What follows belongs to an exercise in optimizing a design on an open flow for small area, a short achievable clock period and few clock cycles per item; a production flow would make more cautious choices. The RTL was checked by simulation tests, not by an equivalence proof against the original design.

==> run a: inputs <==
Design rgbe2rgba, start of the top module:
module rgbe2rgba (
    input  wire        clk,
    input  wire        rst,         
    input  wire        in_valid,
    output wire        in_ready,
    input  wire [31:0] in_rgbe,     
    input  wire        in_mode,     
    output wire        out_valid,
    input  wire        out_ready,
    output wire [31:0] out_r,
    output wire [31:0] out_g,
    output wire [31:0] out_b,
    output wire [31:0] out_a
);
==> module rgbe_channel, before the edit <==
module rgbe_channel (
    input  wire [7:0]  m,
    input  wire [7:0]  e,
    input  wire        mode,
    output reg  [31:0] f
);
    wire [63:0] pattern = {8{m}};
    reg [2:0] lz;
    always @(*) begin
        casez (m)
            8'b1???????: lz = 3'd0;
            8'b01??????: lz = 3'd1;
            8'b001?????: lz = 3'd2;
            8'b0001????: lz = 3'd3;
            8'b00001???: lz = 3'd4;
            8'b000001??: lz = 3'd5;
            8'b0000001?: lz = 3'd6;
            default:     lz = 3'd7;
        endcase
    end
    wire [63:0] norm = pattern << lz;
    wire [23:0] sig  = norm[63:40];      
    wire [39:0] rest = norm[39:0];       
    wire signed [10:0] exp_b = $signed({3'b000, e}) - 11'sd2 - $signed({8'b0, lz});
    wire        cr_guard = rest[39];
    wire        cr_round_n = cr_guard;                
    wire [24:0] cr_sig_n = {1'b0, sig} + {24'd0, cr_round_n};
    wire        cr_carry = cr_sig_n[24];
    wire [7:0]  cr_exp_n = exp_b[7:0] + {7'd0, cr_carry};
    wire [22:0] cr_frac_n = cr_carry ? 23'd0 : cr_sig_n[22:0];
    wire signed [10:0] sub_sh_s = 11'sd1 - exp_b;
    wire [3:0]  sub_sh = sub_sh_s[3:0];
    wire [63:0] cr_ext = {sig, rest} >> sub_sh;
    wire [23:0] cr_sub_q = cr_ext[63:40];
    wire        cr_sub_g = cr_ext[39];
    wire        cr_sub_round = cr_sub_g;              
    wire [31:0] cr_sub = {8'd0, cr_sub_q} + {31'd0, cr_sub_round};
    wire [31:0] cr_norm = {1'b0, cr_exp_n, cr_frac_n};
    wire [31:0] cr_res  = (exp_b >= 11'sd1) ? cr_norm : cr_sub;
    wire [23:0] q_sig = cr_carry ? 24'h800000 : cr_sig_n[23:0];
    wire signed [10:0] q_exp = exp_b + $signed({10'd0, cr_carry});
    wire [31:0] st_norm = {1'b0, q_exp[7:0], q_sig[22:0]};
    wire signed [10:0] st_sh_s = 11'sd1 - q_exp;
    wire [3:0]  st_sh = st_sh_s[3:0];
    wire [47:0] st_ext = {q_sig, 24'd0} >> st_sh;
    wire [23:0] st_sub_q = st_ext[47:24];
    wire        st_g = st_ext[23];
    wire        st_s = |st_ext[22:0];
    wire        st_round = st_g & (st_s | st_sub_q[0]);
    wire [31:0] st_sub = {8'd0, st_sub_q} + {31'd0, st_round};
    wire [31:0] st_res = (q_exp >= 11'sd1) ? st_norm : st_sub;
    always @(*) begin
        if (m == 8'd0)
            f = 32'd0;
        else if (mode)
            f = st_res;
        else
            f = cr_res;
    end
endmodule
==> module rgbe2rgba, before the edit <==
module rgbe2rgba (
    input  wire        clk,
    input  wire        rst,         
    input  wire        in_valid,
    output wire        in_ready,
    input  wire [31:0] in_rgbe,     
    input  wire        in_mode,     
    output wire        out_valid,
    input  wire        out_ready,
    output wire [31:0] out_r,
    output wire [31:0] out_g,
    output wire [31:0] out_b,
    output wire [31:0] out_a
);
    localparam [31:0] ONE = 32'h3F800000;
    reg        s1_valid;
    reg [31:0] s1_rgbe;
    reg        s1_mode;
    reg        s2_valid;
    reg [31:0] s2_r, s2_g, s2_b;
    wire s2_load = !s2_valid || out_ready;
    wire s1_load = !s1_valid || s2_load;
    assign in_ready = s1_load;
    always @(posedge clk) begin
        if (rst) begin
            s1_valid <= 1'b0;
        end else if (s1_load) begin
            s1_valid <= in_valid;
        end
        if (s1_load && in_valid) begin
            s1_rgbe <= in_rgbe;
            s1_mode <= in_mode;
        end
    end
    wire [31:0] f_r, f_g, f_b;
    rgbe_channel u_r (.m(s1_rgbe[7:0]),   .e(s1_rgbe[31:24]), .mode(s1_mode), .f(f_r));
    rgbe_channel u_g (.m(s1_rgbe[15:8]),  .e(s1_rgbe[31:24]), .mode(s1_mode), .f(f_g));
    rgbe_channel u_b (.m(s1_rgbe[23:16]), .e(s1_rgbe[31:24]), .mode(s1_mode), .f(f_b));
    always @(posedge clk) begin
        if (rst) begin
            s2_valid <= 1'b0;
        end else if (s2_load) begin
            s2_valid <= s1_valid;
        end
        if (s2_load && s1_valid) begin
            s2_r <= f_r;
            s2_g <= f_g;
            s2_b <= f_b;
        end
    end
    assign out_valid = s2_valid;
    assign out_r = s2_r;
    assign out_g = s2_g;
    assign out_b = s2_b;
    assign out_a = ONE;
endmodule
Settings: LEC_CHECK=0, CAP_MARGIN=20, CORE_MARGIN=2, CORE_UTILIZATION=40, SLEW_MARGIN=20; clock period 7.0 ns.
run.sh (not shown) runs the stock make flow with config.mk's settings and CLKGATE_MAP_FILE= SYNTH_SCRIPT=/design/flow/synth_recipe.tcl, a recipe that flattens the netlist after the stock synthesis.
==> inputs of run b, as changes to run a <==
==> flow/design.v (replaced) <==
module rgbe_channel (
    input  wire [7:0]  m,
    input  wire [7:0]  e,
    input  wire        mode,
    output wire [31:0] f
);
    integer k, i;
    wire nz  = |m;
    wire all = &m;
    wire [7:0] z;
    assign z[0] = 1'b1;
    genvar g;
    generate
        for (g = 1; g < 8; g = g + 1) begin : g_z
            assign z[g] = (m[7:8-g] == 0);
        end
    endgenerate
    reg [2:0] lz;
    always @(*) begin
        lz = 3'd7;
        for (k = 6; k >= 0; k = k - 1)
            if (z[k] && m[7-k]) lz = k[2:0];
        lz = lz;
    end
    wire [9:0] eq;
    generate
        for (g = 0; g < 10; g = g + 1) begin : g_eq
            assign eq[g] = (e == g);
        end
    endgenerate
    wire ebig = (e[7:4] != 4'd0) | (e[3:1] == 3'b101) | (e[3:2] == 2'b11);
    wire [7:0] ge;
    assign ge[7] = ebig;
    assign ge[6] = ebig;
    assign ge[5] = ge[6] | eq[9];
    assign ge[4] = ge[5] | eq[8];
    assign ge[3] = ge[4] | eq[7];
    assign ge[2] = ge[3] | eq[6];
    assign ge[1] = ge[2] | eq[5];
    assign ge[0] = ge[1] | eq[4];
    wire [7:0] a;
    generate
        for (g = 0; g < 8; g = g + 1) begin : g_a
            wire lzk = z[g] & m[7-g];
            wire tail = (g + 3 <= 9) ? (eq[(g + 3) % 10] & z[g]) : 1'b0;
            wire low  = (g >= 5) ? eq[(g + 3) % 8] : 1'b0;
            assign a[g] = !all & ((lzk & ge[g]) | tail | low);
        end
    endgenerate
    reg normal;
    always @(*) begin
        normal = (ebig & nz) | (all & !eq[0] & !eq[1]);
        for (k = 3; k <= 9; k = k + 1)
            normal = normal | (eq[k] & !z[k - 2]);
    end
    reg [7:0] rot;
    always @(*) begin
        rot = 8'd0;
        for (k = 0; k < 8; k = k + 1)
            for (i = 0; i < 8; i = i + 1)
                rot[i] = rot[i] | (a[k] & m[(i - k + 8) % 8]);
    end
    wire fix = mode & (((m[7:6] == 2'b01) & m[0] & eq[3]) |
                       (m[7] & ((eq[2] & (m[1:0] == 2'b10)) |
                                (eq[1] & (m[2:0] == 3'b101)) |
                                (eq[0] & (m[3:0] == 4'b1011)))));
    wire inc = rot[7] | fix;
    wire [7:0] lo = rot + {7'd0, inc};
    wire [14:0] hi = {(rot[6] & !eq[0] & !eq[1]) | (all & eq[1]),
                      (rot[5] & !eq[0]) | (all & eq[0]),
                      rot[4:0], rot};
    wire [3:0] kk = all ? 4'd1 : {1'b0, lz} + 4'd2;
    wire [7:0] ex = normal ? (e - {4'd0, kk}) : 8'd0;
    assign f = {1'b0, ex, hi, lo};
endmodule
module rgbe2rgba (
    input  wire        clk,
    input  wire        rst,         
    input  wire        in_valid,
    output wire        in_ready,
    input  wire [31:0] in_rgbe,     
    input  wire        in_mode,     
    output wire        out_valid,
    input  wire        out_ready,
    output wire [31:0] out_r,
    output wire [31:0] out_g,
    output wire [31:0] out_b,
    output wire [31:0] out_a
);
    localparam [31:0] ONE = 32'h3F800000;
    reg        s1_valid;
    reg [31:0] s1_rgbe;
    reg        s1_mode;
    wire s1_load = !s1_valid || out_ready;
    assign in_ready = s1_load;
    always @(posedge clk) begin
        if (rst) begin
            s1_valid <= 1'b0;
        end else if (s1_load) begin
            s1_valid <= in_valid;
        end
        if (s1_load) begin
            s1_rgbe <= in_rgbe;
            s1_mode <= in_mode;
        end
    end
    rgbe_channel u_r (.m(s1_rgbe[7:0]),   .e(s1_rgbe[31:24]), .mode(s1_mode), .f(out_r));
    rgbe_channel u_g (.m(s1_rgbe[15:8]),  .e(s1_rgbe[31:24]), .mode(s1_mode), .f(out_g));
    rgbe_channel u_b (.m(s1_rgbe[23:16]), .e(s1_rgbe[31:24]), .mode(s1_mode), .f(out_b));
    assign out_valid = s1_valid;
    assign out_a = ONE;
endmodule
==> metrics.yaml <==
min_period_ns: 6.114
use_met2_pct: 41.87
power_frac_seq_pct: 29.8
buffers: 140
wl_met2_mm: 8.428
status: "complete, no violations"
nMultiInputCombCells: 545
the above is filed under run b

==> metrics.yaml <==
power_frac_seq_pct: 15.9
buffers: 331
wl_met2_mm: 45.32
use_met2_pct: 56.43
status: "complete, no violations"
nMultiInputCombCells: 2434
reg2reg_setup_slack_ns: 0.33
power_leader: "combinational logic"
p_leak_nw: 8.848
largest_class: "multi-input gates"
min_period_ns: 6.674
the above is filed under run a

Testbench counts of run a, summed over its fixed seeds: cycles 32,016, items 32,000.
Testbench counts of run b, summed over its fixed seeds: cycles 32,008, items 32,000.

-- separate check: timing with driven ports --
Ports are ideal in the flow. The routed layouts listed here were re-timed in OpenROAD.
Step 1 sets driving cells, clkbuf_16 on the clock port and buf_2 on the other inputs (assumed; they add their load-dependent delay and slew).
Step 2 adds t to the input delays and takes it off the output delays; t is the mean of the earliest and latest rising clock arrival at the registers after step 1. Input paths then give back, and output paths get back, about the clock's delay inside the block.
Slacks: ideal ports / drivers / drivers and shift; pairs: ideal ports / drivers.
run | t (ns) | slack for setup (ns) | cell pins on the clock port's net
run a | 0.536 | 0.326 / 0.326 / 0.326 | 1
run b | 0.325 | 0.886 / 0.849 / 1.173 | 1
After both steps every run listed still meets setup and hold.
